Source: an optimization exercise on an open RTL-to-GDS flow (aim: small area). Production flows keep margins and buffers that such runs may drop.
Only simulation tests tie the RTL to the original design; equivalence was not proved.
The clock cells of runs 5 to 7 come from the design's own scripts or RTL, not from TritonCTS.
The clock input has no modelled driver; a real chip could not lean on it and would need a root buffer or a full tree.
No activity file was given, so power comes from the tool's default toggle rates.

## flow/config.mk

```make
export PLATFORM = sky130hd
export DESIGN_NAME = ws_core
export DESIGN_NICKNAME = ws_core
export VERILOG_FILES = /design/flow/design.v
export SDC_FILE = /design/flow/constraint.sdc
export NUM_CORES = 4
export LEC_CHECK = 0
export CAP_MARGIN = 20
export CORE_MARGIN = 2
export CORE_UTILIZATION = 40
export SLEW_MARGIN = 20
```

## flow/constraint.sdc

```tcl
create_clock -name core_clock -period 10.0 [get_ports {clk}]
set_input_delay 2.0000 -clock core_clock [delete_from_list [all_inputs] [get_ports {clk}]]
set_output_delay 2.0000 -clock core_clock [all_outputs]
set_load 0.01 [all_outputs]
```

## flow/flow/run.sh

```bash
#!/bin/bash
# Standard ORFS layout with smaller port buffers and a clock tree without dummy loads.
set -euo pipefail
bash standard.sh \
  "BUFFER_PORTS_ARGS=-buffer_cell sky130_fd_sc_hd__buf_1" \
  "CTS_ARGS=-sink_clustering_enable -repair_clock_nets -dont_use_dummy_load -buf_list sky130_fd_sc_hd__clkbuf_8" \
  finish > flow.log 2>&1
```

## flow/standard.sh

```bash
#!/bin/bash
# synth_recipe.tcl (not shown) runs the flow's synth.tcl, then flattens the netlist and writes it again
# the make line also repeats each setting of config.mk as NAME=value (left out here)
make -C /OpenROAD-flow-scripts/flow DESIGN_CONFIG=/design/flow/config.mk WORK_HOME=/design/flow/orfs CLKGATE_MAP_FILE= SYNTH_SCRIPT=/design/flow/synth_recipe.tcl "${@:-finish}"
```

## flow/design.v

```verilog
module ws_core (
    input  wire       clk,
    input  wire       rst,
    input  wire [2:0] pins,
    input  wire       adc_eoc,
    input  wire [7:0] adc_drl,
    input  wire [7:0] adc_drh,
    output reg        adc_ch,
    output reg        adc_en,
    output wire       adc_start,
    input  wire       bus_valid,
    input  wire [2:0] bus_op,
    input  wire [7:0] bus_data,
    output reg  [7:0] bus_rdata,
    output reg        bus_rvalid,
    output wire       host_ready
);
    localparam [13:0] T_LOAD = 14'h0001;    
    localparam [13:0] T_END  = 14'h1fd0;    
    reg  [2:0]  sync1, sync2, port;
    reg         ev_rtc, ev_rain, ev_wind;   
    reg  [13:0] timer;
    reg         running;
    reg         ready;
    reg         seq_a, seq_b;               
    reg  [15:0] rain, wind;
    reg  [9:0]  uv, dir;
    reg         rcode;
    reg  [2:0]  cmd;                        
    reg         pend;
    reg  [1:0]  phase;                      
    reg  [7:0]  tx0;
    reg         aa;
    reg  [7:0]  t_rl;
    reg  [15:0] t_w;
    reg  [9:0]  t_d, t_u;
    reg  [3:0]  cur;
    reg         a1, a8;
    reg         ff;
    wire ex      = pend;
    wire c1      = ex && cmd == 3'd1;
    wire c2      = ex && cmd == 3'd2;
    wire c3      = ex && cmd == 3'd3;
    wire c4      = ex && cmd == 3'd4;
    wire c5      = ex && cmd == 3'd5;
    wire cs      = c2 || ev_rtc;                    
    wire run_m   = cs || running;
    wire expire  = running && timer == T_END;
    wire en_m    = cs || adc_en;
    wire ch_m    = !cs && adc_ch;
    wire done    = adc_eoc && en_m;
    wire [9:0] adc_value = {adc_drh[1:0], adc_drl};
    wire srx     = phase[0];
    wire stx     = phase == 2'b10;
    wire b_start = bus_valid && bus_op == 3'd0;
    wire b_write = bus_valid && bus_op == 3'd1;
    wire b_read  = bus_valid && bus_op == 3'd2;
    wire b_nack  = bus_valid && bus_op == 3'd3;
    wire b_stop  = bus_valid && bus_op == 3'd4;
    wire b_berr  = bus_valid && bus_op == 3'd5;
    wire match   = bus_data[7:1] == 7'h50;
    wire deliver = (a8 && !cur[3]) || (a1 && !cur[0]);
    wire [15:0] rain_m = c5 ? 16'd0 : rain;
    wire [15:0] wind_m = cs ? 16'd0 : wind;
    always @(posedge clk) begin
        sync1 <= pins;
        sync2 <= sync1;
        port  <= sync2;
    end
    always @(posedge clk) begin
        timer <= cs ? T_LOAD : {timer[12:0], timer[13] ^ timer[0]};
    end
    always @(posedge clk) begin
        if (rst) begin
            ev_rtc  <= 1'b0;
            ev_rain <= 1'b0;
            ev_wind <= 1'b0;
        end else begin
            ev_rtc  <= port[0] && !sync2[0];
            ev_rain <= !port[1] && sync2[1];
            ev_wind <= !port[2] && sync2[2];
        end
    end
    always @(posedge clk) begin
        if (rst) begin
            running <= 1'b0;
            ready   <= 1'b0;
        end else begin
            running <= cs || (running && !expire);
            ready   <= !cs && (ready || expire);
        end
    end
    always @(posedge clk) begin
        if (rst) begin
            adc_en <= 1'b0;
            adc_ch <= 1'b0;
            seq_a  <= 1'b0;
            seq_b  <= 1'b0;
        end else begin
            adc_en <= en_m && !(done && ch_m);
            adc_ch <= ch_m || done;
            if (cs || (done && !ch_m)) begin
                seq_a <= 1'b1;
                seq_b <= 1'b1;
            end else begin
                seq_a <= !seq_a && seq_b;
                seq_b <= seq_a && seq_b;
            end
        end
    end
    always @(posedge clk) begin
        if (rst) begin
            rain <= 16'd0;
            wind <= 16'd0;
            uv   <= 10'd0;
            dir  <= 10'd0;
        end else begin
            rain <= rain_m + {15'd0, ev_rain};
            wind <= wind_m + {15'd0, ev_wind && run_m};
            if (done && !ch_m) uv  <= adc_value;
            if (done && ch_m)  dir <= adc_value;
        end
    end
    always @(posedge clk) begin
        if (rst) begin
            rcode <= 1'b1;
            cmd   <= 3'd0;
            pend  <= 1'b0;
            phase <= 2'b00;
            a1    <= 1'b0;
            a8    <= 1'b0;
            bus_rvalid <= 1'b0;
        end else begin
            if (c1) rcode <= 1'b0;
            if (b_write && phase == 2'b01)
                cmd <= (bus_data[7:3] == 5'd0) ? bus_data[2:0] : 3'd0;
            pend <= b_stop && srx;
            if (b_start)
                phase <= match ? (bus_data[0] ? 2'b10 : 2'b01) : 2'b00;
            else if (b_write && phase == 2'b01)
                phase <= 2'b11;
            else if (b_stop || b_berr || (b_nack && stx))
                phase <= 2'b00;
            if (ex) begin
                a1 <= c1 || c4;
                a8 <= c3;
            end
            bus_rvalid <= b_read && stx;
        end
    end
    always @(posedge clk) begin
        if (c1)
            tx0 <= {7'd0, rcode};
        else if (c4)
            tx0 <= {7'd0, ready};
        else if (c3)
            tx0 <= ready ? rain[15:8] : 8'hAA;
        if (c3) begin
            aa <= !ready;
            if (ready) begin
                t_rl <= rain[7:0];
                t_w  <= wind;
                t_d  <= dir;
                t_u  <= uv;
            end
        end
        if (ex || (b_start && match) || (b_nack && stx))
            cur <= 4'd0;
        else if (b_read && stx && deliver)
            cur <= cur + 4'd1;
        ff <= !deliver;
    end
    always @* begin
        case (cur[2:0])
            3'd1: bus_rdata = tx0;
            3'd2: bus_rdata = aa ? 8'hAA : t_rl;
            3'd3: bus_rdata = aa ? 8'hAA : t_w[15:8];
            3'd4: bus_rdata = aa ? 8'hAA : t_w[7:0];
            3'd5: bus_rdata = aa ? 8'hAA : {6'd0, t_d[9:8]};
            3'd6: bus_rdata = aa ? 8'hAA : t_d[7:0];
            3'd7: bus_rdata = aa ? 8'hAA : {6'd0, t_u[9:8]};
            default: bus_rdata = aa ? 8'hAA : t_u[7:0];
        endcase
        if (ff)
            bus_rdata = 8'hFF;
    end
    assign adc_start  = seq_a;
    assign host_ready = ready;
endmodule
```

==> summary.md, run 1 <==
| Metric | Value |
|---|---|
| TritonCTS Buffers | 17 |
| Number of vias in the routed layout | 4157 |
| Core Rows | 44 |
| Synth Cell Area | 5971 sq um |
| WP buf/inv | 2 |
| DRT Pass-1 Iters | 5 |
| Mean area per synthesized cell | 10.94 sq um |
| Hold path cells | 0 |
| P_leak | 2.295 nW |
| Max Fclk | 209.1 MHz |
| Number of DRC markers in iteration 0 | 241 |
| Post-Synth Adder-Cell Area | 2.096% |
| CP max-delay cell | dfxtp_1 |
| Clock latency on the worst-skew pair | 0.45 ns |
| Critical Path AT | 2.78 ns |
| Die X | 126.2 um |
| DPL Wire Length | 9.024 mm |
| Commonest cells after routing, fill and taps aside | dfxtp_1, nor2_1, edfxtp_1, buf_1, nand2_1 |
| Hold WC Path Type | register to register |
| Setup Skew | 0.02527 ns |
| GR Util All Layers | 16.44% |
| Die Span Y | 126.2 um |
| Max stage delay on crit path | 0.74 ns |
| Worst relative slew slack | 55.67% |
| Synth Warn # | 1 |
| Aggregate routed wire length | 12.68 mm |
| R2R setup slack | 7.29 ns |
| Clock Tree Root | clkbuf_8 |
| Peak VDD IR | 0.00009584 V |
| Worst Setup Start Kind | register |
| Antenna-violating nets left | 0 |
| Final setup vio count | 0 |
| Layout Nets | 633 |
| Critical path, cell by cell | inv_1 -> ha_1 -> a221o_1 -> a311oi_1 -> o31ai_1 -> buf_1 |
| GP Congestion | 0.8649 |
| #FFs+latches synth | 152 |
| Core box area | 14530 sq um |
| Fraction of layout cells with a size suffix above 1 | 7.155% |
| Initial core utilization | 41.08% |
| Syn nets | 590 |
| Post-CTS Setup Repair Bufs | 0 |
| Sink Count | 152 |
| Xor and xnor area share after synthesis | 3.374% |
| Actual slew at the worst max-slew pin | 0.6640 ns |
| Clock-pin slew on the worst setup and hold paths | 0.08 ns |
| H-Tree Depth | 4 |
| Ant diodes | 0 |
| CTS hold repair buffers | 0 |
| DRC viols | 0 |
| Layout area overhead | 9.556% |
| Pin count of the biggest net entering global routing | 47 |
| Simple-gate share of the synthesized area | 19.03% |
| Hold Vio Cnt, Final | 0 |
| R2r worst-path depth | 9 |
| Grt total ovfl | 0 |
| Synth cell types | 60 |
| Sequential area share after synthesis | 58.68% |
| Top Family by Delay on Critical Path | compound AO/OA/AOI/OAI gates |
| Minimum clock period | 4.782 ns |
| Post-synth EDFFs | 46 |
| FILL cells | 1407 |
| RSZ-0062 raised after global routing | no |
| Initial antenna violation count | 0 |
| Largest family of logic cells by synthesized area | simple AND/OR/NAND/NOR gates |
| Synth Area in Compound Gates | 9.744% |
| Die area | 15920 sq um |
| Crit path depth | 6 |
| Outcome | timing/DRC/antenna clean |
| Input/output buffers | 40 |
| Worst setup EP type | primary output |
| FFs w/ async S/R, synth | 0% |
| Final Cycle Share | 47.82% |
| Resize count post-CTS | 0 |
| CTS tree | done |
| IO Pins | 47 |
| Slew Viols, Final | 0 |
| Wire length per cell | 16.44 um |
| Commonest non-fill, non-tap cell in the layout | dfxtp_1 |
| CP max FO | 18 |
| Predominant post-synthesis flop cell | dfxtp_1 |
| WP data required | 8.00 ns |
| Worst Hold Slack | 0.3223 ns |
| First-pass GRT wire length | 20.35 mm |
| Vias per Instance | 5.392 |
| CP Class | register to primary output |
| Bufs on Longest Clock Path | 2 |
| Setup TNS | 0 ns |
| Cells after synthesis | 546 |
| Multiplexer share of the synthesized area | 4.820% |
| Largest area contributor in the netlist | dfxtp_1 |
| Max capacitance violation total | 0 |
| Top post-synthesis cells by area | dfxtp_1, edfxtp_1, nor2_1 |
| Vias in the first global route | 3930 |
| Power per cell area | 159.9 nW/um^2 |
| Post-synth top area share | 35.54% |
## per-stage QoR
stage	util (%)	area, sq um	setup WS (ns)	std cells	total power [W]
floorplan	-	5971	5.944	546	0.0007066
global placement	43.40	6307	5.801	754	0.0007207
detailed placement	43.40	6307	5.704	754	0.0007230
CTS	45.01	6541	5.236	771	0.001057
global route	45.01	6541	4.995	771	0.001086
finish	45.01	6541	5.218	771	0.001046
## per-layer routing
metal  track usage (%)  up-vias  part of all wire, %
met5                 0        -                    0
met4             6.335        0                  1.6
met3             3.993       18                  4.6
met2             26.06      109                   48
met1             21.83     1987                   46
li1                  -     2043                    -
## kinds of logic after synthesis
family                   count (synthesis)
XOR/XNOR                                23
buffers and inverters                   33
adder cells (fa/ha/maj)                 10
flip-flops                             152
AND/OR/NAND/NOR                        216
multiplexers                            28
AO/OA/AOI/OAI                           84
## final cells by class
| type | count | area [sq um] | share of cell area, % |
|---|---|---|---|
| sequential | 152 | 3503 | 53.56 |
| inverter | 12 | 45.04 | 0.6886 |
| clock buffer | 17 | 234.0 | 3.577 |
| tap | 184 | 230.2 | 3.520 |
| timing repair buffer | 45 | 188.9 | 2.888 |
| multi-input combinational | 361 | 2340 | 35.77 |
## flip-flops by register name, indices dropped and copies added (netlist names), 2 cells and up
name and count:
cmd 3, cur 4, dir 10, phase 2
port 3, rain 16, sync1 3, sync2 3
t_d 10, t_rl 8, t_u 10, t_w 16
timer 14, tx0 8, uv 10, wind 16
## cell usage after synthesis (2+ instances only)
master / n
mux2_2: 6
nand4b_1: 2
nor2b_1: 9
a311oi_1: 3
a22oi_1: 4
edfxtp_1: 46
nand3b_1: 2
nor3_1: 6
and4_1: 4
xor2_1: 12
buf_4: 2
nand2b_1: 9
dfxtp_1: 106
clkbuf_1: 15
or2_2: 3
inv_1: 11
nand2_1: 31
a21oi_1: 23
o21ai_0: 17
nand3_1: 17
nor3b_1: 4
nor2_1: 74
or3_1: 8
buf_2: 2
o31ai_1: 3
a222oi_1: 7
a211oi_1: 8
nor4b_1: 2
a31oi_1: 6
mux2i_1: 22
ha_1: 10
nor4_1: 7
and2_1: 19
nand4_1: 8
a211o_1: 3
xnor2_1: 11
## report_power, final
part	internal, W	switching [W]
Sequential	0.000655	0.0000119
Clock	0.000150	0.000187
Combinational	0.0000206	0.0000223
Total	0.000825	0.000221
## path summary, 6_finish.rpt
| kind | start | end |
|---|---|---|
| max reg2reg | cmd[2] | wind[15] |
| max | cur[2] | bus_rdata[0] |
| min reg2reg | sync2[1] | port[1] |
| min | sync2[1] | port[1] |
## worst register-to-register path, cell delays in order, from the launching register on
cell      delay, ns
dfxtp_1        0.40
and4bb_2       0.46
or2_2          0.19
nor2_1         0.06
nor2b_1        0.12
ha_1           0.23
nand2_1        0.20
nor3_1         0.35
or3b_2         0.47
a21oi_1        0.15
==> run 2: changes to the inputs <==
==> flow/run.sh (new file) <==
#!/bin/bash
# synth_recipe.tcl (not shown) runs the flow's synth.tcl, then flattens the netlist and writes it again
# the make line also repeats each setting of config.mk as NAME=value (left out here)
make -C /OpenROAD-flow-scripts/flow DESIGN_CONFIG=/design/flow/config.mk WORK_HOME=/design/flow/orfs CLKGATE_MAP_FILE= SYNTH_SCRIPT=/design/flow/synth_recipe.tcl finish
removed: flow/flow/run.sh
removed: flow/standard.sh
==> summary.md, run 2 <==
| Metric | Value |
|---|---|
| Crit path depth | 6 (unchanged) |
| Initial core utilization | 41.08% (unchanged) |
| Hold WC Path Type | register to register |
| Sequential Area | 3503 sq um (unchanged) |
| CP max FO | 18 (unchanged) |
| Cells after synthesis | 546 (unchanged) |
| IO Pins | 47 (unchanged) |
| Aggregate routed wire length | 13.01 mm (+2.6%) |
| Beginning of the critical path | cur[2] |
| Post-synth EDFFs | 46 (unchanged) |
| Switch Pwr | 0.0002879 W (+30%) |
| Commonest non-fill, non-tap cell in the layout | dfxtp_1 |
| Final setup margin | 4.949 ns (-0.2697 ns) |
| DRC viols | 0 (unchanged) |
| R2R setup slack | 7.28 ns (about the same) |
| GP Congestion | 0.8927 (+3.2%) |
| Largest area contributor in the netlist | dfxtp_1 |
| Top post-synthesis cells by area | dfxtp_1, edfxtp_1, nor2_1 |
| Synth cell types | 60 (unchanged) |
| DRT Pass-1 Iters | 6 (+1) |
| Die Span Y | 126.2 um (unchanged) |
| Placed inst area | 6556 sq um (+3.9%) |
| Minimum clock period | 5.051 ns (+0.2697 ns) |
| Final Cycle Share | 50.51% (+2.7 points) |
| CP Class | register to primary output |
| Crit Reg-Reg Startpoint | cmd[2] |
| Non-Filler Instances | 786 (+1.9%) |
| Synth cell count leaders | dfxtp_1, nor2_1, edfxtp_1 |
| Clock Tree Root | clkbuf_16 |
| Core Rows | 44 (unchanged) |
| Number of DRC markers in iteration 0 | 253 (+5.0%) |
| RSZ-0062 raised after global routing | no |
| Input/output buffers | 40 (unchanged) |
| Grt total ovfl | 0 (unchanged) |
| Ant diodes | 0 (unchanged) |
| DPL Wire Length | 9.171 mm (+1.6%) |
| Critical path, cell by cell | inv_1 -> ha_1 -> a221o_1 -> a311oi_1 -> o31ai_1 -> clkdlybuf4s50_1 |
| Internal | 0.001079 W (+31%) |
| Critical Path AT | 3.05 ns (+0.27 ns) |
| Number of vias in the routed layout | 4192 (+0.84%) |
| First-pass GRT wire length | 21.25 mm (+4.4%) |
| Logic pwr share | 3.7% (-0.4 points) |
| CTS hold repair buffers | 0 (unchanged) |
| WP data required | 8.00 ns (about the same) |
| Placed Instances | 754 (unchanged) |
| Bufs on Longest Clock Path | 2 (unchanged) |
| WP buf/inv | 2 (unchanged) |
| Clock-pin slew on the worst setup and hold paths | 0.06 ns (-0.02 ns) |
| Die X | 126.2 um (unchanged) |
| Die area | 15920 sq um (unchanged) |
| Slew Viols, Final | 0 (unchanged) |
| TritonCTS Buffers | 17 (unchanged) |
| CP max-delay cell | dfxtp_1 |
| FILL cells | 1313 (-6.7%) |
| Core box area | 14530 sq um (unchanged) |
| Top Family by Delay on Critical Path | compound AO/OA/AOI/OAI gates |
| Sequential area share after synthesis | 58.68% (unchanged) |
| Setup Skew | 0.006811 ns (-0.01846 ns) |
| Antenna-violating nets left | 0 (unchanged) |
| Synth Warn # | 1 (unchanged) |
| Post-synth top area share | 35.54% (unchanged) |
| CTS tree | done |
| Max stage delay on crit path | 0.72 ns (-0.02 ns) |
| Layout area overhead | 19.91% |
| Clock share of power | 47.5% (+15 points) |
| Worst relative slew slack | 57.73% (+2.1 points) |
| R2r worst-path depth | 9 (unchanged) |
| Initial antenna violation count | 0 (unchanged) |
| Max Fclk | 198.0 MHz (-5.3%) |
| Design area | 7159 sq um (+9.4%) |
| Vias in the first global route | 4082 (+3.9%) |
| Pre-CTS WS | 5.390 ns (-0.3132 ns) |
| Worst Setup EP | bus_rdata[0] |
| Clock latency on the worst-skew pair | 0.42 ns (-0.03 ns) |
| Worst Setup Start Kind | register |
| Regs by FF count | rain: 16 flops, t_w: 16 flops, wind: 16 flops |
| Mean area per synthesized cell | 10.94 sq um (unchanged) |
| Synth Cell Area | 5971 sq um (unchanged) |
| Post-CTS Setup Repair Bufs | 0 (unchanged) |
| Layout Nets | 633 (unchanged) |
| Final setup vio count | 0 (unchanged) |
| Resize count post-CTS | 0 (unchanged) |
| Actual slew at the worst max-slew pin | 0.6333 ns (-0.03077 ns) |
| Hold Vio Cnt, Final | 0 (unchanged) |
| Wire length per cell | 16.56 um (+0.68%) |
| Pin count of the biggest net entering global routing | 47 (unchanged) |
| Reg-to-Reg End | wind[15] |
| Peak VDD IR | 0.0001307 V (+36%) |
| FFs w/ async S/R, synth | 0% (unchanged) |
| #FFs+latches synth | 152 (unchanged) |
| Power per cell area | 190.9 nW/um^2 (+19%) |
| Commonest cells after routing, fill and taps aside | dfxtp_1, nor2_1, edfxtp_1, clkdlybuf4s50_1, nand2_1 |
| Area of the multi-input gates | 2340 sq um (unchanged) |
| Reg power frac | 48.8% (-15 points) |
| Most numerous cell in the Yosys netlist | dfxtp_1 |
| P_leak | 2.566 nW (+12%) |
| Switching share of total power | 21.07% (-0.057 points) |
| Worst setup EP type | primary output |
| Setup TNS | 0 ns (unchanged) |
| GR Util All Layers | 17.17% (+0.73 points) |
| Sink Count | 152 (unchanged) |
| Max capacitance violation total | 0 (unchanged) |
| Outcome | timing/DRC/antenna clean |
| Fraction of layout cells with a size suffix above 1 | 8.970% (+1.8 points) |
| Syn nets | 590 (unchanged) |
| Vias per Instance | 5.333 (-1.1%) |
| H-Tree Depth | 4 (unchanged) |
| Predominant post-synthesis flop cell | dfxtp_1 |
[run 2: cell count changes in the layout (fill, tap and decap cells not counted), moves of 17 or more]
cell,change
buf_1,-39
clkbuf_16,+17
clkbuf_8,-17
clkdlybuf4s50_1,+40
[run 2: worst min-delay path by stage]
stage / start / to / slack, ns / cells past startpoint
after CTS: sync1[1] / sync2[1] / 0.33 / 0
after floorplan: sync1[0] / sync2[0] / 0.31 / 0
after detailed placement: sync1[1] / sync2[1] / 0.31 / 0
final: sync1[1] / sync2[1] / 0.33 / 0
after global placement: sync1[2] / sync2[2] / 0.32 / 0
after global routing: sync1[1] / sync2[1] / 0.33 / 0
[run 2: per-layer routing]
layer  GRT usage [%]  part of all wire, %  routed length, um  up-vias
met5               0                    0                  0        -
met4           7.628                  2.6                332        0
met3           3.866                  4.1                538       27
met2           26.57                   47               6065      103
met1           23.11                   47               6077     2009
li1                -                    -                  -     2053
[run 2: stage by stage]
step / hold WS, ns / power (W) / utilization, %
2_1_floorplan: 0.3096 / 0.0007066 / -
3_3_place_gp: 0.3152 / 0.0007287 / 45.11
3_5_place_dp: 0.3143 / 0.0007306 / 45.11
4_1_cts: 0.3294 / 0.001379 / 49.26
5_1_grt: 0.3322 / 0.001417 / 49.26
6_report: 0.3262 / 0.001366 / 49.26
[run 2: final cells by class]
| class | count | share of cell area (%) |
|---|---|---|
| clock buffer | 19 | 6.047 |
| clock inverter | 13 | 2.377 |
| inverter | 12 | 0.6292 |
| multi-input combinational | 361 | 32.68 |
| sequential | 152 | 48.93 |
| tap | 184 | 3.216 |
| timing repair buffer | 45 | 6.117 |
[run 2: cell families after synthesis]
| family | after synthesis | synth area share, % |
|---|---|---|
| buffers and inverters | 33 | 2.263 |
| flip-flops | 152 | 58.68 |
| adder cells (fa/ha/maj) | 10 | 2.096 |
| XOR/XNOR | 23 | 3.374 |
| multiplexers | 28 | 4.820 |
| AND/OR/NAND/NOR | 216 | 19.03 |
| AO/OA/AOI/OAI | 84 | 9.745 |
[run 2: power by group through the flow]
stage	logic, W	registers [W]	clock network (W)
floorplan	0.0000304	0.000676	0
global placement	0.0000491	0.000680	0
detailed placement	0.0000503	0.000680	0
CTS	0.0000513	0.000667	0.000660
global route	0.0000565	0.000670	0.000691
finish	0.0000505	0.000667	0.000649
==> run 3: changes to the inputs <==
--- a/flow/design.v
+++ b/flow/design.v
@@ -36,7 +36,6 @@
     reg  [9:0]  t_d, t_u;
     reg  [3:0]  cur;
     reg         a1, a8;
-    reg         ff;
     wire ex      = pend;
     wire c1      = ex && cmd == 3'd1;
     wire c2      = ex && cmd == 3'd2;
@@ -60,8 +59,26 @@
     wire b_berr  = bus_valid && bus_op == 3'd5;
     wire match   = bus_data[7:1] == 7'h50;
     wire deliver = (a8 && !cur[3]) || (a1 && !cur[0]);
-    wire [15:0] rain_m = c5 ? 16'd0 : rain;
-    wire [15:0] wind_m = cs ? 16'd0 : wind;
+    reg  [15:0] rain_inc, wind_inc;
+    reg  [16:0] rain_c, wind_c;
+    reg  [3:0]  cur_inc;
+    reg  [4:0]  cur_c;
+    integer i;
+    always @* begin
+        rain_c[0] = ev_rain;
+        wind_c[0] = ev_wind && run_m;
+        cur_c[0]  = 1'b1;
+        for (i = 0; i < 16; i = i + 1) begin
+            rain_inc[i]  = rain[i] ^ rain_c[i];
+            rain_c[i+1]  = rain[i] & rain_c[i];
+            wind_inc[i]  = wind[i] ^ wind_c[i];
+            wind_c[i+1]  = wind[i] & wind_c[i];
+        end
+        for (i = 0; i < 4; i = i + 1) begin
+            cur_inc[i]   = cur[i] ^ cur_c[i];
+            cur_c[i+1]   = cur[i] & cur_c[i];
+        end
+    end
     always @(posedge clk) begin
         sync1 <= pins;
         sync2 <= sync1;
@@ -115,8 +132,8 @@
             uv   <= 10'd0;
             dir  <= 10'd0;
         end else begin
-            rain <= rain_m + {15'd0, ev_rain};
-            wind <= wind_m + {15'd0, ev_wind && run_m};
+            rain <= c5 ? {15'd0, ev_rain} : rain_inc;
+            wind <= cs ? {15'd0, ev_wind} : wind_inc;
             if (done && !ch_m) uv  <= adc_value;
             if (done && ch_m)  dir <= adc_value;
         end
@@ -164,11 +181,10 @@
                 t_u  <= uv;
             end
         end
-        if (ex || (b_start && match) || (b_nack && stx))
+        if (!stx || b_start)
             cur <= 4'd0;
-        else if (b_read && stx && deliver)
-            cur <= cur + 4'd1;
-        ff <= !deliver;
+        else if (b_read)
+            cur <= deliver ? cur_inc : 4'd15;
     end
     always @* begin
         case (cur[2:0])
@@ -181,8 +197,10 @@
             3'd7: bus_rdata = aa ? 8'hAA : {6'd0, t_u[9:8]};
             default: bus_rdata = aa ? 8'hAA : t_u[7:0];
         endcase
-        if (ff)
+        if (cur[3] && cur[0])
             bus_rdata = 8'hFF;
+        if (!bus_rvalid)
+            bus_rdata = 8'h00;
     end
     assign adc_start  = seq_a;
     assign host_ready = ready;
==> flow/flow/run.sh (new file) <==
#!/bin/bash
# Standard ORFS layout with minimum-size port buffers and a clock tree without dummy loads.
set -euo pipefail
bash standard.sh \
  "BUFFER_PORTS_ARGS=-buffer_cell sky130_fd_sc_hd__buf_1" \
  "CTS_ARGS=-sink_clustering_enable -repair_clock_nets -dont_use_dummy_load -buf_list sky130_fd_sc_hd__clkbuf_8 -sink_clustering_size 25" \
  finish > flow.log 2>&1
==> flow/standard.sh (new file) <==
#!/bin/bash
# synth_recipe.tcl (not shown) runs the flow's synth.tcl, then flattens the netlist and writes it again
# the make line also repeats each setting of config.mk as NAME=value (left out here)
make -C /OpenROAD-flow-scripts/flow DESIGN_CONFIG=/design/flow/config.mk WORK_HOME=/design/flow/orfs CLKGATE_MAP_FILE= SYNTH_SCRIPT=/design/flow/synth_recipe.tcl "${@:-finish}"
removed: flow/run.sh
==> summary.md, run 3 <==
| Metric | Value |
|---|---|
| Power per cell area | 160.5 nW/um^2 (-16%) |
| Commonest cells after routing, fill and taps aside | dfxtp_1, edfxtp_1, and2_1, buf_1, ha_1 |
| Worst relative slew slack | 40.35% (-17 points) |
| Slew Viols, Final | 0 (unchanged) |
| Grt total ovfl | 0 (unchanged) |
| Setup TNS | 0 ns (unchanged) |
| Xor and xnor area share after synthesis | 0.5960% (-2.8 points) |
| Outcome | timing/DRC/antenna clean |
| Actual slew at the worst max-slew pin | 0.8914 ns (+0.2581 ns) |
| DPL Wire Length | 8.325 mm (-9.2%) |
| Vias per Instance | 5.130 (-3.8%) |
| Vias in the first global route | 3795 (-7.0%) |
| Regs by FF count | rain: 16 flops, t_w: 16 flops, wind: 16 flops |
| CTS hold repair buffers | 0 (unchanged) |
| Setup Skew | 0.02817 ns (+0.02136 ns) |
| Final setup margin | 5.236 ns (+0.2878 ns) |
| Multiplexer share of the synthesized area | 4.725% (-0.094 points) |
| Predominant post-synthesis flop cell | dfxtp_1 |
| Initial antenna violation count | 0 (unchanged) |
| Syn nets | 570 (-3.4%) |
| Layout area overhead | 9.259% |
| FILL cells | 1373 (+4.6%) |
| DRT Pass-1 Iters | 4 (-2) |
| Antenna-violating nets left | 0 (unchanged) |
| Sequential area share after synthesis | 59.26% (+0.58 points) |
| Layout Nets | 610 (-3.6%) |
| Most numerous cell in the Yosys netlist | dfxtp_1 |
| Peak VDD IR | 0.0001275 V (-2.4%) |
| First-pass GRT wire length | 19.21 mm (-9.6%) |
| Final setup vio count | 0 (unchanged) |
| Synth Cell Area | 5878 sq um (-1.6%) |
| Die Span Y | 125.2 um (-0.75%) |
| Max capacitance violation total | 0 (unchanged) |
| Synth cell count leaders | dfxtp_1, edfxtp_1, and2_1 |
| Clock Tree Root | clkbuf_8 |
| Post-Synth Adder-Cell Area | 7.663% (+5.6 points) |
| Post-synth EDFFs | 46 (unchanged) |
| #FFs+latches synth | 151 (-0.66%) |
| Minimum clock period | 4.764 ns (-0.2878 ns) |
| Largest area contributor in the netlist | dfxtp_1 |
| Area of the multi-input gates | 2252 sq um (-3.7%) |
| FFs w/ async S/R, synth | 0% (unchanged) |
| Largest family of logic cells by synthesized area | simple AND/OR/NAND/NOR gates |
| Max Fclk | 209.9 MHz (+6.0%) |
| Worst setup EP type | primary output |
| Sink Count | 151 (-0.66%) |
| Core box area | 14420 sq um (-0.76%) |
| Aggregate routed wire length | 11.59 mm (-11%) |
| Ant diodes | 0 (unchanged) |
| Initial core utilization | 40.75% (-0.33 points) |
| WP data required | 8.00 ns (about the same) |
| Pre-CTS WS | 5.504 ns (+0.1140 ns) |
| Cells after synthesis | 500 (-8.4%) |
| Placed inst area | 6182 sq um (-5.7%) |
| Number of vias in the routed layout | 3704 (-12%) |
| Number of DRC markers in iteration 0 | 276 (+9.1%) |
| Hold Vio Cnt, Final | 0 (unchanged) |
| RSZ-0062 raised after global routing | no |
| Commonest non-fill, non-tap cell in the layout | dfxtp_1 |
| CP max FO | 18 (unchanged) |
| Clock-pin slew on the worst setup and hold paths | 0.07 ns (about the same) |
| Top post-synthesis cells by area | dfxtp_1, edfxtp_1, ha_1 |
| Sequential Area | 3483 sq um (-0.57%) |
| Die X | 125.2 um (-0.75%) |
| Resize count post-CTS | 0 (unchanged) |
| Post-CTS Setup Repair Bufs | 0 (unchanged) |
| Wire length per cell | 16.05 um (-3.0%) |
| Synth Warn # | 1 (unchanged) |
| Pin count of the biggest net entering global routing | 45 (-4.3%) |
| Worst Setup Start Kind | register |
| P_leak | 2.457 nW (-4.2%) |
| Post-synth top area share | 35.76% (+0.22 points) |
| Input/output buffers | 40 (unchanged) |
| GR Util All Layers | 15.91% (-1.3 points) |
| Fraction of layout cells with a size suffix above 1 | 7.621% (-1.3 points) |
| Worst Hold Slack | 0.3291 ns (+0.002847 ns) |
| Synth Area in Compound Gates | 9.728% (-0.017 points) |
| Core Rows | 44 (unchanged) |
| TritonCTS Buffers | 17 (unchanged) |
| Bufs on Longest Clock Path | 2 (unchanged) |
| IO Pins | 47 (unchanged) |
| Clock latency on the worst-skew pair | 0.45 ns (+0.03 ns) |
| CP Class | register to primary output |
| Simple-gate share of the synthesized area | 15.41% (-3.6 points) |
| Mean area per synthesized cell | 11.76 sq um (+7.5%) |
| Hold WC Path Type | register to register |
| Synth cell types | 58 (-3.3%) |
| DRC viols | 0 (unchanged) |
| GP Congestion | 0.9038 (+1.2%) |
| Design area | 6422 sq um (-10%) |
| Final Cycle Share | 47.64% (-2.9 points) |
| H-Tree Depth | 4 (unchanged) |
| Critical Path AT | 2.76 ns (-0.29 ns) |
| CTS tree | done |
| Die area | 15680 sq um (-1.5%) |
[run 3: cell type report]
class / instances / area share [%]
repair buffers: 44 / 2.883
inverters: 10 / 0.5845
well taps: 184 / 3.585
multi-input cells: 316 / 35.07
clock buffers: 17 / 3.643
flip-flops and latches: 151 / 54.24
[run 3: logic make-up (layout without fill, tap and decap cells)]
group | after synthesis | in the layout
AOI/OAI and AO/OA | 87 | 87
and+or+nand+nor | 162 | 162
buffers and inverters | 33 | 71
adders and majority gates | 36 | 36
muxes | 27 | 27
DFF | 151 | 151
xor gates and xnor gates | 4 | 4
[run 3: path summary, 6_finish.rpt]
kind	start	to	slack, ns	cells after the start
worst max-delay path	cur[2]	bus_rdata[1]	5.24	7
worst min-delay path	sync1[1]	sync2[1]	0.33	0
worst max register to register	cmd[0]	wind[15]	5.49	20
worst min register to register	sync1[1]	sync2[1]	0.33	0
[run 3: per-layer routing]
layer	vias to the layer above	part of all wire, %	track usage, %
li1	1852	-	-
met1	1747	47	20.88
met2	90	45	24.42
met3	15	5.6	5.178
met4	0	1.9	6.405
met5	-	0	0
[run 3: worst max-delay path: stages, from the launching register on]
cell and delay [ns]:
dfxtp_1 0.76, inv_1 0.22, ha_1 0.40, o21ai_0 0.27, a21oi_1 0.10, nor4_1 0.25, a21oi_1 0.18, buf_1 0.16
[run 3: report_power, final]
group / total [W] / internal (W) / switching (W)
clock network: 0.000332 / 0.000150 / 0.000182
registers: 0.000661 / 0.000650 / 0.0000111
logic: 0.0000378 / 0.0000187 / 0.0000192
total: 0.00103 / 0.000818 / 0.000212
[run 3: stage by stage]
step | total power (W) | util, % | cells
floorplan | 0.0006984 | - | 500
detailed placement | 0.0007133 | 42.86 | 705
global placement | 0.0007104 | 42.78 | 704
CTS | 0.001044 | 44.48 | 722
finish | 0.001031 | 44.53 | 722
global route | 0.001076 | 44.53 | 722
==> run 4: changes to the inputs <==
==> flow/flow/run.sh (replaced) <==
#!/bin/bash
# Standard ORFS layout with minimum-size port buffers and a clock tree without dummy loads.
set -euo pipefail
bash standard.sh \
  "BUFFER_PORTS_ARGS=-buffer_cell sky130_fd_sc_hd__buf_1" \
  "CTS_ARGS=-sink_clustering_enable -repair_clock_nets -dont_use_dummy_load -buf_list sky130_fd_sc_hd__clkbuf_8 -sink_clustering_size 40" \
  finish > flow.log 2>&1
==> summary.md, run 4 <==
| Metric | Value |
|---|---|
| Outcome | timing/DRC/antenna clean |
| Commonest non-fill, non-tap cell in the layout | dfxtp_1 |
| Synth cell count leaders | dfxtp_1, edfxtp_1, and2_1 |
| Initial antenna violation count | 0 (unchanged) |
| Final Cycle Share | 47.64% (unchanged) |
| DRC viols | 0 (unchanged) |
| FFs w/ async S/R, synth | 0% (unchanged) |
| #FFs+latches synth | 151 (unchanged) |
| Wire length per cell | 16.05 um (unchanged) |
| Internal | 0.0008184 W (unchanged) |
| Clock-pin slew on the worst setup and hold paths | 0.07 ns (about the same) |
| Hold WC Path Type | register to register |
| Layout area overhead | 9.259% (unchanged) |
| Post-CTS Setup Repair Bufs | 0 (unchanged) |
| Slew Viols, Final | 0 (unchanged) |
| Number of vias in the routed layout | 3704 (unchanged) |
| CP max FO | 18 (unchanged) |
| Largest area contributor in the netlist | dfxtp_1 |
| Initial core utilization | 40.75% (unchanged) |
| Post-synth EDFFs | 46 (unchanged) |
| CP Class | register to primary output |
| DRT Pass-1 Iters | 4 (unchanged) |
| Vias in the first global route | 3795 (unchanged) |
| Antenna-violating nets left | 0 (unchanged) |
| Die X | 125.2 um (unchanged) |
| Post-synth top area share | 35.76% (unchanged) |
| FILL cells | 1373 (unchanged) |
| Commonest cells after routing, fill and taps aside | dfxtp_1, edfxtp_1, and2_1, buf_1, ha_1 |
| Fraction of layout cells with a size suffix above 1 | 7.621% (unchanged) |
| Max Fclk | 209.9 MHz (unchanged) |
| TritonCTS Buffers | 17 (unchanged) |
| Clock latency on the worst-skew pair | 0.45 ns (about the same) |
| Setup TNS | 0 ns (unchanged) |
| Core Rows | 44 (unchanged) |
| Synth Cell Area | 5878 sq um (unchanged) |
| Max capacitance violation total | 0 (unchanged) |
| Number of DRC markers in iteration 0 | 276 (unchanged) |
| Clock Tree Root | clkbuf_8 |
| Mean area per synthesized cell | 11.76 sq um (unchanged) |
| Core box area | 14420 sq um (unchanged) |
| Setup Skew | 0.02817 ns (unchanged) |
| Pin count of the biggest net entering global routing | 45 (unchanged) |
| Peak VDD IR | 0.0001275 V (unchanged) |
| Regs by FF count | rain: 16 flops, t_w: 16 flops, wind: 16 flops |
| Worst relative slew slack | 40.35% (unchanged) |
| IO Pins | 47 (unchanged) |
| DPL Wire Length | 8.325 mm (unchanged) |
| Layout Nets | 610 (unchanged) |
| P_leak | 2.457 nW (unchanged) |
| Grt total ovfl | 0 (unchanged) |
| H-Tree Depth | 4 (unchanged) |
| Sink Count | 151 (unchanged) |
| First-pass GRT wire length | 19.21 mm (unchanged) |
| Switch Pwr | 0.0002124 W (unchanged) |
| CTS hold repair buffers | 0 (unchanged) |
| Input/output buffers | 40 (unchanged) |
| Predominant post-synthesis flop cell | dfxtp_1 |
| Minimum clock period | 4.764 ns (unchanged) |
| Worst Setup Start Kind | register |
| Cells after synthesis | 500 (unchanged) |
| Actual slew at the worst max-slew pin | 0.8914 ns (unchanged) |
| Syn nets | 570 (unchanged) |
| Hold Vio Cnt, Final | 0 (unchanged) |
| Bufs on Longest Clock Path | 2 (unchanged) |
| Clock share of power | 32.2% (about the same) |
| RSZ-0062 raised after global routing | no |
| Critical Path AT | 2.76 ns (about the same) |
| WP data required | 8.00 ns (about the same) |
| Sequential area share after synthesis | 59.26% (unchanged) |
| Die area | 15680 sq um (unchanged) |
| GP Congestion | 0.9038 (unchanged) |
| Reg power frac | 64.2% (about the same) |
| Logic pwr share | 3.7% (about the same) |
| Resize count post-CTS | 0 (unchanged) |
| Vias per Instance | 5.130 (unchanged) |
| Top post-synthesis cells by area | dfxtp_1, edfxtp_1, ha_1 |
| Most numerous cell in the Yosys netlist | dfxtp_1 |
| Aggregate routed wire length | 11.59 mm (unchanged) |
| Final setup vio count | 0 (unchanged) |
| Synth cell types | 58 (unchanged) |
| Power per cell area | 160.5 nW/um^2 (unchanged) |
| Switching share of total power | 20.60% (unchanged) |
| Die Span Y | 125.2 um (unchanged) |
| Core Util, Final | 44.53% (unchanged) |
| Worst setup EP type | primary output |
| CTS tree | done |
| Synth Warn # | 1 (unchanged) |
| Ant diodes | 0 (unchanged) |
| GR Util All Layers | 15.91% (unchanged) |
==> run 4: per-layer routing <==
layer,track usage [%],routed length (um),part of all wire [%],up-vias
li1,-,-,-,1852
met1,20.88,5489,47,1747
met2,24.42,5232,45,90
met3,5.178,648,5.6,15
met4,6.405,221,1.9,0
met5,0,0,0,-
==> run 4: area by class of cell <==
type	instances	area, sq um	share of cell area, %
Clock buffer	17	234.0	3.643
Inverter	10	37.54	0.5845
Multi-Input combinational cell	316	2252	35.07
Sequential cell	151	3483	54.24
Tap cell	184	230.2	3.585
Timing Repair Buffer	44	185.2	2.883
==> run 4: cell families (layout without fill, tap and decap cells) <==
kind of cell / Yosys count / after routing / synth area share, %
simple gates: 162 / 162 / 15.41
flops: 151 / 151 / 59.26
compound gates: 87 / 87 / 9.728
fa+ha+maj: 36 / 36 / 7.663
buf+inv: 33 / 71 / 2.618
mux: 27 / 27 / 4.725
xor+xnor: 4 / 4 / 0.5961
==> run 4: path summary, 6_finish.rpt <==
check,to,startpoint,slack (ns),depth (start not counted)
max,bus_rdata[1],cur[2],5.24,7
min,sync2[1],sync1[1],0.33,0
min reg2reg,sync2[1],sync1[1],0.33,0
max reg2reg,wind[15],cmd[0],5.49,20
==> run 4: power groups by stage <==
stage / Combinational (W) / Clock [W] / Sequential [W]
2_1_floorplan: 0.0000272 / 0 / 0.000671
3_3_place_gp: 0.0000370 / 0 / 0.000673
3_5_place_dp: 0.0000387 / 0 / 0.000675
4_1_cts: 0.0000387 / 0.000344 / 0.000661
5_1_grt: 0.0000441 / 0.000369 / 0.000664
6_report: 0.0000378 / 0.000332 / 0.000661
==> run 4: critical path: stages, from the launching register on <==
cell,delay [ns]
dfxtp_1,0.76
inv_1,0.22
ha_1,0.40
o21ai_0,0.27
a21oi_1,0.10
nor4_1,0.25
a21oi_1,0.18
buf_1,0.16
==> run 4: metrics by stage <==
step / hold WS (ns) / total power, W / instance area, sq um / std cells / worst slack, ns
after detailed placement: 0.3136 / 0.0007133 / 6182 / 705 / 5.504
after global routing: 0.3365 / 0.001076 / 6422 / 722 / 5.105
after CTS: 0.3296 / 0.001044 / 6416 / 722 / 5.310
final: 0.3291 / 0.001031 / 6422 / 722 / 5.236
after floorplan: 0.3096 / 0.0006984 / 5878 / 500 / 6.050
after global placement: 0.3108 / 0.0007104 / 6171 / 704 / 5.558
==> run 5: changes to the inputs <==
==> flow/flow/run.sh (replaced) <==
#!/bin/bash
# Standard ORFS layout with minimum-size port buffers and a hand-built
# two-level clock tree (flow/clock_tree.tcl, run as the CTS step's pre-hook).
set -euo pipefail
here=$(pwd)
bash standard.sh \
  "BUFFER_PORTS_ARGS=-buffer_cell sky130_fd_sc_hd__buf_1" \
  "PRE_CTS_TCL=$here/flow/clock_tree.tcl" \
  finish > flow.log 2>&1
==> flow/flow/clock_tree.tcl (new file) <==
# Manual clock tree: the clock port drives a few clock buffers directly, each
# feeding one cluster of registers. Clusters come from recursive median
# bisection of the register positions (along the longer side each time).
proc ctree_bisect { sinks nparts } {
  if {$nparts <= 1} { return [list $sinks] }
  set xs {}; set ys {}
  foreach s $sinks { lappend xs [lindex $s 1]; lappend ys [lindex $s 2] }
  set w [expr {[tcl::mathfunc::max {*}$xs] - [tcl::mathfunc::min {*}$xs]}]
  set h [expr {[tcl::mathfunc::max {*}$ys] - [tcl::mathfunc::min {*}$ys]}]
  set idx [expr {$w >= $h ? 1 : 2}]
  set sorted [lsort -real -index $idx $sinks]
  set na [expr {$nparts / 2}]
  set cut [expr {int(round(double([llength $sinks]) * $na / $nparts))}]
  return [concat [ctree_bisect [lrange $sorted 0 [expr {$cut - 1}]] $na] \
                 [ctree_bisect [lrange $sorted $cut end] [expr {$nparts - $na}]]]
}

proc build_clock_tree { nleaf master_name {root_name ""} } {
  set block [ord::get_db_block]
  set clknet [$block findNet clk]
  set master [[ord::get_db] findMaster $master_name]
  set sinks0 [$clknet getITerms]
  set sinks {}
  foreach it $sinks0 {
    set bb [[$it getInst] getBBox]
    lappend sinks [list $it [expr {([$bb xMin] + [$bb xMax]) / 2.0}] [expr {([$bb yMin] + [$bb yMax]) / 2.0}]]
  }
  set k 0
  set sizes {}
  foreach grp [ctree_bisect $sinks $nleaf] {
    set buf [odb::dbInst_create $block $master "clkbuf_leaf_$k"]
    set net [odb::dbNet_create $block "clknet_leaf_$k"]
    $net setSigType CLOCK
    [$buf findITerm A] connect $clknet
    [$buf findITerm X] connect $net
    set sx 0.0; set sy 0.0
    foreach s $grp {
      set it [lindex $s 0]
      $it disconnect
      $it connect $net
      set sx [expr {$sx + [lindex $s 1]}]; set sy [expr {$sy + [lindex $s 2]}]
    }
    set n [llength $grp]
    $buf setLocation [expr {int($sx / $n)}] [expr {int($sy / $n)}]
    $buf setPlacementStatus PLACED
    lappend sizes $n
    incr k
  }
  if {$root_name ne ""} {
    # one root buffer between the clock port and the leaf buffers, at their centre
    set rmaster [[ord::get_db] findMaster $root_name]
    set root [odb::dbInst_create $block $rmaster "clkbuf_root"]
    set rnet [odb::dbNet_create $block "clknet_root"]
    $rnet setSigType CLOCK
    set sx 0.0; set sy 0.0; set nl 0
    foreach it [$clknet getITerms] {
      set inst [$it getInst]
      $it disconnect
      $it connect $rnet
      set loc [$inst getLocation]
      set sx [expr {$sx + [lindex $loc 0]}]; set sy [expr {$sy + [lindex $loc 1]}]; incr nl
    }
    [$root findITerm A] connect $clknet
    [$root findITerm X] connect $rnet
    $root setLocation [expr {int($sx / $nl)}] [expr {int($sy / $nl)}]
    $root setPlacementStatus PLACED
  }
  puts "manual clock tree: [llength $sinks] sinks, $nleaf leaf buffers ($master_name), cluster sizes $sizes"
}

# Build the tree before ORFS's CTS step, which then only marks the clocks as
# propagated: the leaf clusters are already balanced.
build_clock_tree 10 sky130_fd_sc_hd__clkbuf_8 sky130_fd_sc_hd__clkbuf_8
rename clock_tree_synthesis triton_clock_tree_synthesis
proc clock_tree_synthesis { args } {
  set_propagated_clock [all_clocks]
}
==> summary.md, run 5 <==
| Metric | Value |
|---|---|
| DR WL met3 | 656 um (+1.2%) |
| Worst relative slew slack | 41.34% (+0.99 points) |
| Vias in the first global route | 3735 (-1.6%) |
| Crit path top cell by count | a21oi_1 |
| Crit Reg-Reg Startpoint | cmd[0] |
| Syn nets | 570 (unchanged) |
| #FFs+latches synth | 151 (unchanged) |
| Switching share of total power | 20.85% (+0.25 points) |
| Min-Delay Startpoint | sync1[1] |
| Reg-to-Reg End | wind[15] |
| Max stage delay on crit path | 0.76 ns (about the same) |
| Clock latency on the worst-skew pair | 0.41 ns (-0.04 ns) |
| Vias per Instance | 5.197 (+1.3%) |
| Resize count post-CTS | 0 (unchanged) |
| Mean area per synthesized cell | 11.76 sq um (unchanged) |
| Most numerous cell in the Yosys netlist | dfxtp_1 |
| Die area | 15680 sq um (unchanged) |
| Post-synth top area share | 35.76% (unchanged) |
| R2R setup slack | 5.48 ns (about the same) |
| Initial antenna violation count | 0 (unchanged) |
| Setup Skew | 0.01338 ns (-0.01479 ns) |
| Actual slew at the worst max-slew pin | 0.8766 ns (-0.01480 ns) |
| Minimum clock period | 4.728 ns (-0.03607 ns) |
| IO Pins | 47 (unchanged) |
| Largest area contributor in the netlist | dfxtp_1 |
| Power per cell area | 152.9 nW/um^2 (-4.8%) |
| Sequential area share after synthesis | 59.26% (unchanged) |
| Post-CTS Setup Repair Bufs | 0 (unchanged) |
| WP data required | 8.00 ns (about the same) |
| Max Fclk | 211.5 MHz (+0.76%) |
| Core box area | 14420 sq um (unchanged) |
| FILL cells | 1372 (-0.073%) |
| GP Congestion | 0.9038 (unchanged) |
| Critical path, cell by cell | inv_1 -> ha_1 -> o21ai_0 -> a21oi_1 -> nor4_1 -> a21oi_1 -> buf_1 |
| Final Cycle Share | 47.28% (-0.36 points) |
| Synth cell types | 58 (unchanged) |
| Layout Nets | 604 (-0.98%) |
| Critical Path AT | 2.73 ns (-0.03 ns) |
| Hold path cells | 0 (unchanged) |
| Reg power frac | 68.2% (+4.0 points) |
| Placed Instances | 705 (unchanged) |
| Placed inst area | 6182 sq um (unchanged) |
| Slew Viols, Final | 0 (unchanged) |
| Post-Route M1 WL | 5.383 mm (-1.9%) |
| Total power draw | 0.0009691 W (-6.0%) |
| Core Util, Final | 43.95% (-0.57 points) |
| Antenna-violating nets left | 0 (unchanged) |
| Worst setup EP type | primary output |
| RSZ-0062 raised after global routing | no |
| Commonest non-fill, non-tap cell in the layout | dfxtp_1 |
| Worst Setup Start Kind | register |
| Non-Filler Instances | 716 (-0.83%) |
| P_leak | 2.414 nW (-1.8%) |
| Outcome | timing/DRC/antenna clean |
| Switch Pwr | 0.0002020 W (-4.9%) |
| Hold Vio Cnt, Final | 0 (unchanged) |
| CP max FO | 18 (unchanged) |
| Logic pwr share | 3.9% (+0.2 points) |
| CP max-delay cell | dfxtp_1 |
| Top post-synthesis cells by area | dfxtp_1, edfxtp_1, ha_1 |
| Aggregate routed wire length | 11.48 mm (-0.95%) |
| CTS hold repair buffers | 0 (unchanged) |
| Synth Warn # | 1 (unchanged) |
| Synth cell count leaders | dfxtp_1, edfxtp_1, and2_1 |
| Design area | 6340 sq um (-1.3%) |
| Synth Cell Area | 5878 sq um (unchanged) |
| FFs w/ async S/R, synth | 0% (unchanged) |
| Regs by FF count | rain: 16 flops, t_w: 16 flops, wind: 16 flops |
| Commonest cells after routing, fill and taps aside | dfxtp_1, edfxtp_1, and2_1, buf_1, ha_1 |
| Clock share of power | 27.9% (-4.3 points) |
| Number of vias in the routed layout | 3721 (+0.46%) |
| GR Util All Layers | 14.65% (-1.3 points) |
| Top sig layer | met4 |
| Final setup vio count | 0 (unchanged) |
| WL met2 | 5.152 mm (-1.5%) |
| Cells after synthesis | 500 (unchanged) |
| Post-synth EDFFs | 46 (unchanged) |
| Pin count of the biggest net entering global routing | 45 (unchanged) |
| Die X | 125.2 um (unchanged) |
| Number of DRC markers in iteration 0 | 248 (-10%) |
| Setup TNS | 0 ns (unchanged) |
| DRC viols | 0 (unchanged) |
| Max capacitance violation total | 0 (unchanged) |
| DPL Wire Length | 8.325 mm (unchanged) |
| Predominant post-synthesis flop cell | dfxtp_1 |
| Layout area overhead | 7.854% |
| Hold Path Sink | sync2[1] |
| CP Class | register to primary output |
| Wire length per cell | 16.03 um (-0.12%) |
| Input/output buffers | 40 (unchanged) |
| Hold WC Path Type | register to register |
| Core Rows | 44 (unchanged) |
| Clock-pin slew on the worst setup and hold paths | 0.10 ns (+0.03 ns) |
| Peak VDD IR | 0.0001347 V (+5.6%) |
| R2r worst-path depth | 20 (unchanged) |
| First-pass GRT wire length | 19.02 mm (-0.97%) |
| Internal | 0.0007670 W (-6.3%) |
| Ant diodes | 0 (unchanged) |
| Die Span Y | 125.2 um (unchanged) |
| Initial core utilization | 40.75% (unchanged) |
| Grt total ovfl | 0 (unchanged) |
| DRT Pass-1 Iters | 7 (+3) |
| Fraction of layout cells with a size suffix above 1 | 6.579% (-1.0 points) |
==> run 5: worst max-delay path by stage <==
stage	start	endpoint	slack, ns	cells past startpoint
after floorplan	cmd[0]	wind[15]	6.05	22
after global placement	cmd[0]	wind[15]	5.56	20
after detailed placement	cmd[0]	wind[15]	5.50	20
after CTS	cur[2]	bus_rdata[1]	5.30	7
after global routing	cur[2]	bus_rdata[1]	5.10	7
final	cur[2]	bus_rdata[1]	5.27	7
==> run 5: through the flow <==
stage / hold slack (ns) / setup WS [ns]
final: 0.3329 / 5.272
after global routing: 0.3452 / 5.102
after CTS: 0.3357 / 5.298
after detailed placement: 0.3136 / 5.504
after global placement: 0.3108 / 5.558
after floorplan: 0.3096 / 6.050
==> run 5: area by class of cell <==
type / count / area [sq um] / area share, %
Sequential cell: 151 / 3483 / 54.94
Timing Repair Buffer: 44 / 185.2 / 2.921
Multi-Input combinational cell: 316 / 2252 / 35.52
Tap cell: 184 / 230.2 / 3.631
Buffer: 11 / 151.4 / 2.388
Inverter: 10 / 37.54 / 0.5921
==> run 5: cells by family (layout without fill, tap and decap cells) <==
group	count (synthesis)	after routing	synth area share, %
AND/OR/NAND/NOR	162	162	15.41
AO/OA/AOI/OAI	87	87	9.728
buffers and inverters	33	65	2.618
flip-flops	151	151	59.26
multiplexers	27	27	4.725
XOR/XNOR	4	4	0.5961
adder cells (fa/ha/maj)	36	36	7.663
==> run 5: critical path, delay by kind of cell (launching register included) <==
family,cells,cell delay (ns)
AND/OR/NAND/NOR,1,0.21
AO/OA/AOI/OAI,3,0.56
adder cells (fa/ha/maj),1,0.40
flip-flops,1,0.76
buffers and inverters,2,0.37
==> run 5: power groups by stage <==
stage          clock [W]  combinational (W)  sequential (W)
2_1_floorplan          0          0.0000272        0.000671
3_3_place_gp           0          0.0000370        0.000673
3_5_place_dp           0          0.0000387        0.000675
4_1_cts         0.000285          0.0000387        0.000661
5_1_grt         0.000305          0.0000441        0.000664
6_report        0.000271          0.0000377        0.000661
==> run 5: routing by layer <==
metal	vias to the layer above	GRT usage, %
li1	1845	-
met2	113	24.20
met5	-	0
met4	0	2.941
met1	1738	20.88
met3	25	1.840
==> run 6: changes to the inputs <==
--- a/flow/flow/clock_tree.tcl
+++ b/flow/flow/clock_tree.tcl
@@ -70,7 +70,7 @@
 
 # Build the tree before ORFS's CTS step, which then only marks the clocks as
 # propagated: the leaf clusters are already balanced.
-build_clock_tree 10 sky130_fd_sc_hd__clkbuf_8 sky130_fd_sc_hd__clkbuf_8
+build_clock_tree 8 sky130_fd_sc_hd__clkbuf_8 sky130_fd_sc_hd__clkbuf_8
 rename clock_tree_synthesis triton_clock_tree_synthesis
 proc clock_tree_synthesis { args } {
   set_propagated_clock [all_clocks]
==> summary.md, run 6 <==
| Metric | Value |
|---|---|
| Critical Path AT | 2.75 ns (+0.02 ns) |
| Actual slew at the worst max-slew pin | 0.8987 ns (+0.02214 ns) |
| Initial core utilization | 40.75% (unchanged) |
| Post-CTS Setup Repair Bufs | 0 (unchanged) |
| FFs w/ async S/R, synth | 0% (unchanged) |
| Commonest cells after routing, fill and taps aside | dfxtp_1, edfxtp_1, and2_1, buf_1, ha_1 |
| Aggregate routed wire length | 11.43 mm (-0.42%) |
| Hold WC Path Type | register to register |
| P_leak | 2.400 nW (-0.60%) |
| Worst setup EP type | primary output |
| Vias in the first global route | 3736 (+0.027%) |
| DRT Pass-1 Iters | 7 (unchanged) |
| Input/output buffers | 40 (unchanged) |
| Vias per Instance | 5.165 (-0.61%) |
| Hold Vio Cnt, Final | 0 (unchanged) |
| IO Pins | 47 (unchanged) |
| GR Util All Layers | 14.58% (-0.073 points) |
| Grt total ovfl | 0 (unchanged) |
| Pin count of the biggest net entering global routing | 45 (unchanged) |
| Syn nets | 570 (unchanged) |
| Synth Cell Area | 5878 sq um (unchanged) |
| Ant diodes | 0 (unchanged) |
| Outcome | timing/DRC/antenna clean |
| Core Rows | 44 (unchanged) |
| WP data required | 8.00 ns (about the same) |
| Final Cycle Share | 47.51% (+0.24 points) |
| Core Util, Final | 43.76% (-0.19 points) |
| Initial antenna violation count | 0 (unchanged) |
| #FFs+latches synth | 151 (unchanged) |
| Max Fclk | 210.5 MHz (-0.50%) |
| Critical path, cell by cell | inv_1 -> ha_1 -> o21ai_0 -> a21oi_1 -> nor4_1 -> a21oi_1 -> buf_1 |
| Die X | 125.2 um (unchanged) |
| Setup Skew | 0.007747 ns (-0.005631 ns) |
| Max capacitance violation total | 0 (unchanged) |
| Sequential area share after synthesis | 59.26% (unchanged) |
| Mean area per synthesized cell | 11.76 sq um (unchanged) |
| Most numerous cell in the Yosys netlist | dfxtp_1 |
| Synth Warn # | 1 (unchanged) |
| Cells after synthesis | 500 (unchanged) |
| Core box area | 14420 sq um (unchanged) |
| CTS hold repair buffers | 0 (unchanged) |
| Wire length per cell | 16.01 um (-0.14%) |
| Max stage delay on crit path | 0.77 ns (about the same) |
| Layout area overhead | 7.386% |
| GP Congestion | 0.9038 (unchanged) |
| Peak VDD IR | 0.00007502 V (-44%) |
| Crit path top cell by count | a21oi_1 |
| Synth cell types | 58 (unchanged) |
| Minimum clock period | 4.751 ns (+0.02369 ns) |
| CP max FO | 18 (unchanged) |
| Worst Setup Start Kind | register |
| DPL Wire Length | 8.325 mm (unchanged) |
| Largest area contributor in the netlist | dfxtp_1 |
| Number of vias in the routed layout | 3688 (-0.89%) |
| Number of DRC markers in iteration 0 | 236 (-4.8%) |
| Die area | 15680 sq um (unchanged) |
| Setup TNS | 0 ns (unchanged) |
| Post-synth EDFFs | 46 (unchanged) |
| Commonest non-fill, non-tap cell in the layout | dfxtp_1 |
| RSZ-0062 raised after global routing | no |
| Worst relative slew slack | 39.86% (-1.5 points) |
| Fraction of layout cells with a size suffix above 1 | 6.226% (-0.35 points) |
| DRC viols | 0 (unchanged) |
| Die Span Y | 125.2 um (unchanged) |
| Resize count post-CTS | 0 (unchanged) |
| CP max-delay cell | dfxtp_1 |
| Clock latency on the worst-skew pair | 0.40 ns (about the same) |
| Antenna-violating nets left | 0 (unchanged) |
| Post-synth top area share | 35.76% (unchanged) |
| First-pass GRT wire length | 19.04 mm (+0.11%) |
| Regs by FF count | rain: 16 flops, t_w: 16 flops, wind: 16 flops |
| Power per cell area | 150.3 nW/um^2 (-1.7%) |
| Synth cell count leaders | dfxtp_1, edfxtp_1, and2_1 |
| Clock-pin slew on the worst setup and hold paths | 0.11 ns (about the same) |
| Layout Nets | 602 (-0.33%) |
| CP Class | register to primary output |
| Top post-synthesis cells by area | dfxtp_1, edfxtp_1, ha_1 |
| Predominant post-synthesis flop cell | dfxtp_1 |
| Slew Viols, Final | 0 (unchanged) |
| Final setup vio count | 0 (unchanged) |
-- run 6: cell counts after synthesis --
Identical to the previous run, type by type.
-- run 6: metrics by stage --
step                      worst slack (ns)  instances  power [W]  hold WS, ns  area [sq um]
final                                5.249        714  0.0009485       0.3366          6312
after CTS                            5.329        714  0.0009615       0.3397          6306
after detailed placement             5.504        705  0.0007133       0.3136          6182
after floorplan                      6.050        500  0.0006984       0.3096          5878
after global routing                 5.134        714  0.0009902       0.3494          6312
after global placement               5.558        704  0.0007104       0.3108          6171
-- run 6: path summary, 6_finish.rpt --
| check | start | end | slack, ns | depth (start not counted) |
|---|---|---|---|---|
| max | cur[2] | bus_rdata[1] | 5.25 | 7 |
| min | sync1[1] | sync2[1] | 0.34 | 0 |
| max reg2reg | cmd[0] | wind[15] | 5.49 | 20 |
| min reg2reg | sync1[1] | sync2[1] | 0.34 | 0 |
-- run 6: cell type report --
cell class / instances / area [sq um]
Fill cell: 1375 / 8112
Sequential cell: 151 / 3483
Multi-Input combinational cell: 316 / 2252
Tap cell: 184 / 230.2
Timing Repair Buffer: 44 / 185.2
Buffer: 9 / 123.9
Inverter: 10 / 37.54
-- run 6: metal layers --
| metal | up-vias | share of wire (%) | GRT usage [%] |
|---|---|---|---|
| met5 | - | 0 | 0 |
| li1 | 1840 | - | - |
| met4 | 0 | 2.4 | 2.680 |
| met2 | 88 | 44 | 24.17 |
| met3 | 19 | 4.8 | 1.498 |
| met1 | 1741 | 48 | 21.02 |
-- run 6: worst max-delay path, delay by kind of cell (launching register included) --
kind	cells	cell delay, ns
AO/OA/AOI/OAI	3	0.57
adder cells (fa/ha/maj)	1	0.40
buffers and inverters	2	0.39
flip-flops	1	0.77
AND/OR/NAND/NOR	1	0.22
-- run 6: kinds of logic (layout without fill, tap and decap cells) --
| logic type | Yosys count | count (layout) | share of synthesized area, % |
|---|---|---|---|
| flops | 151 | 151 | 59.26 |
| buf+inv | 33 | 63 | 2.618 |
| xor+xnor | 4 | 4 | 0.5961 |
| simple gates | 162 | 162 | 15.41 |
| fa+ha+maj | 36 | 36 | 7.663 |
| mux | 27 | 27 | 4.725 |
| compound gates | 87 | 87 | 9.728 |
-- run 6: report_power, final --
part	total [W]	switching [W]	leakage, nW	internal [W]
Clock	0.000250	0.000168	0.0647	0.0000820
Sequential	0.000661	0.0000112	1.24	0.000650
Combinational	0.0000379	0.0000192	1.10	0.0000187
==> run 7: changes to the inputs <==
--- a/flow/config.mk
+++ b/flow/config.mk
@@ -7,5 +7,5 @@
 export LEC_CHECK = 0
 export CAP_MARGIN = 20
 export CORE_MARGIN = 2
-export CORE_UTILIZATION = 40
+export CORE_UTILIZATION = 60
 export SLEW_MARGIN = 20
==> summary.md, run 7 <==
| Metric | Value |
|---|---|
| Input/output buffers | 40 (unchanged) |
| Power per cell area | 151.9 nW/um^2 (+1.1%) |
| Die X | 103.0 um (-18%) |
| Grt total ovfl | 0 (unchanged) |
| #FFs+latches synth | 151 (unchanged) |
| R2R setup slack | 5.56 ns (+0.07 ns) |
| Minimum clock period | 4.669 ns (-0.08199 ns) |
| Sequential area share after synthesis | 59.26% (unchanged) |
| Post-CTS Setup Repair Bufs | 0 (unchanged) |
| Setup TNS | 0 ns (unchanged) |
| GR Util All Layers | 20.84% (+6.3 points) |
| Worst Setup Start Kind | register |
| Clock latency on the worst-skew pair | 0.39 ns (about the same) |
| Syn nets | 570 (unchanged) |
| First-pass GRT wire length | 17.38 mm (-8.7%) |
| Layout Nets | 601 (-0.17%) |
| Hold Vio Cnt, Final | 0 (unchanged) |
| Vias per Instance | 5.476 (+6.0%) |
| Predominant post-synthesis flop cell | dfxtp_1 |
| Hold Path Sink | sync2[0] |
| Commonest non-fill, non-tap cell in the layout | dfxtp_1 |
| Max capacitance violation total | 0 (unchanged) |
| Worst Hold Slack | 0.3399 ns (+0.003340 ns) |
| Ant diodes | 0 (unchanged) |
| Worst setup EP type | primary output |
| Post-synth EDFFs | 46 (unchanged) |
| CP Class | register to primary output |
| Core Rows | 36 (-18%) |
| Largest area contributor in the netlist | dfxtp_1 |
| DRC viols | 0 (unchanged) |
| RSZ-0062 raised after global routing | no |
| Initial core utilization | 60.98% (+20 points) |
| CTS hold repair buffers | 0 (unchanged) |
| Slew Viols, Final | 0 (unchanged) |
| DRT Pass-1 Iters | 6 (-1) |
| Synth Cell Area | 5878 sq um (unchanged) |
| Hold WC Path Type | register to register |
| Internal | 0.0007504 W (about the same) |
| Resize count post-CTS | 0 (unchanged) |
| Post-synth top area share | 35.76% (unchanged) |
| Regs by FF count | rain: 16 flops, t_w: 16 flops, wind: 16 flops |
| CP max FO | 18 (unchanged) |
| Cells after synthesis | 500 (unchanged) |
| Fraction of layout cells with a size suffix above 1 | 6.049% (-0.18 points) |
| Hold path cells | 0 (unchanged) |
| Total power draw | 0.0009481 W (about the same) |
| Final Cycle Share | 46.69% (-0.82 points) |
| DPL Wire Length | 7.814 mm (-6.1%) |
| Logic pwr share | 4.0% (about the same) |
| Antenna-violating nets left | 0 (unchanged) |
| Top post-synthesis cells by area | dfxtp_1, edfxtp_1, ha_1 |
| Setup Skew | 0.008432 ns (+0.0006848 ns) |
| R2r worst-path depth | 20 (unchanged) |
| Wire length per cell | 16.46 um (+2.8%) |
| Number of vias in the routed layout | 3625 (-1.7%) |
| Clock share of power | 26.3% (about the same) |
| Worst relative slew slack | 39.04% (-0.82 points) |
| Critical Path AT | 2.67 ns (-0.08 ns) |
| Clock-pin slew on the worst setup and hold paths | 0.11 ns (about the same) |
| Layout area overhead | 6.215% |
| Synth Warn # | 1 (unchanged) |
| P_leak | 2.389 nW (-0.46%) |
| Mean area per synthesized cell | 11.76 sq um (unchanged) |
| GP Congestion | 0.8219 (-9.1%) |
| Die Span Y | 103.0 um (-18%) |
| Min-Delay Startpoint | sync1[0] |
| FILL cells | 796 (-42%) |
| Core box area | 9639 sq um (-33%) |
| Peak VDD IR | 0.0001125 V (+50%) |
| Synth cell count leaders | dfxtp_1, edfxtp_1, and2_1 |
| Reg power frac | 69.7% (about the same) |
| IO Pins | 47 (unchanged) |
| Die area | 10600 sq um (-32%) |
| Pin count of the biggest net entering global routing | 45 (unchanged) |
| Aggregate routed wire length | 10.90 mm (-4.7%) |
| Max Fclk | 214.2 MHz (+1.8%) |
| WP data required | 8.00 ns (about the same) |
| Reg-to-Reg End | wind[15] |
| Vias in the first global route | 3401 (-9.0%) |
| Switch Pwr | 0.0001977 W (-0.24%) |
| Number of DRC markers in iteration 0 | 180 (-24%) |
| FFs w/ async S/R, synth | 0% (unchanged) |
| Synth cell types | 58 (unchanged) |
| Commonest cells after routing, fill and taps aside | dfxtp_1, edfxtp_1, and2_1, buf_1, ha_1 |
| Switching share of total power | 20.85% (-0.041 points) |
| Actual slew at the worst max-slew pin | 0.9110 ns (+0.01224 ns) |
| Outcome | timing/DRC/antenna clean |
| Final setup vio count | 0 (unchanged) |
| Most numerous cell in the Yosys netlist | dfxtp_1 |
| Crit Reg-Reg Startpoint | cmd[0] |
| Initial antenna violation count | 0 (unchanged) |
## run 7: power groups by stage
stage               Combinational [W]  Sequential [W]  Clock [W]
detailed placement          0.0000383        0.000675          0
finish                      0.0000378        0.000661   0.000249
CTS                         0.0000383        0.000661   0.000258
floorplan                   0.0000272        0.000671          0
global route                0.0000428        0.000664   0.000282
global placement            0.0000362        0.000674          0
## run 7: area by class of cell
class	instances	area [sq um]	area share (%)
Buffer	9	123.9	1.984
Inverter	10	37.54	0.6012
Multi-Input combinational cell	316	2258	36.17
Sequential cell	151	3483	55.79
Tap cell	133	166.4	2.665
Timing Repair Buffer	43	173.9	2.786
## run 7: worst max path at each step
stage / endpoint / slack, ns / startpoint
4_1_cts: bus_rdata[1] / 5.36 / cur[2]
3_3_place_gp: wind[15] / 5.65 / cmd[0]
5_1_grt: bus_rdata[1] / 5.08 / cur[2]
3_5_place_dp: wind[15] / 5.59 / cmd[0]
2_1_floorplan: wind[15] / 6.05 / cmd[0]
6_report: bus_rdata[1] / 5.33 / cur[2]
## run 7: critical path: stages (launching register included)
cell and delay, ns:
dfxtp_1 0.78, inv_1 0.20, ha_1 0.40, o21ai_0 0.28, a21oi_1 0.10, nor4_1 0.21
a21oi_1 0.15, buf_1 0.15
## run 7: per-layer routing
layer,up-vias,global-route usage (%),wire [um]
li1,1837,-,-
met1,1699,31.84,5287
met2,73,33.17,4914
met3,16,2.169,510
met4,0,2.733,184
met5,-,0,0
## run 7: per-stage QoR
| stage | util, % | cell area (sq um) | cells | setup WS [ns] |
|---|---|---|---|---|
| floorplan | - | 5878 | 500 | 6.050 |
| detailed placement | 63.36 | 6107 | 653 | 5.586 |
| global placement | 63.36 | 6107 | 653 | 5.652 |
| finish | 64.77 | 6243 | 662 | 5.331 |
| global route | 64.77 | 6243 | 662 | 5.078 |
| CTS | 64.64 | 6231 | 662 | 5.356 |
## run 7: logic make-up after synthesis
family,after synthesis,share of synthesized area (%)
simple gates,162,15.41
fa+ha+maj,36,7.663
compound gates,87,9.728
mux,27,4.725
xor+xnor,4,0.5961
flops,151,59.26
buf+inv,33,2.618

Setup slack of run 7, layout unchanged: 5.331 ns with ideal ports, 5.300 ns with driving cells assumed (clock clkbuf_16, inputs buf_2), 5.561 ns with port delays also shifted by the 0.414 ns mid clock arrival.
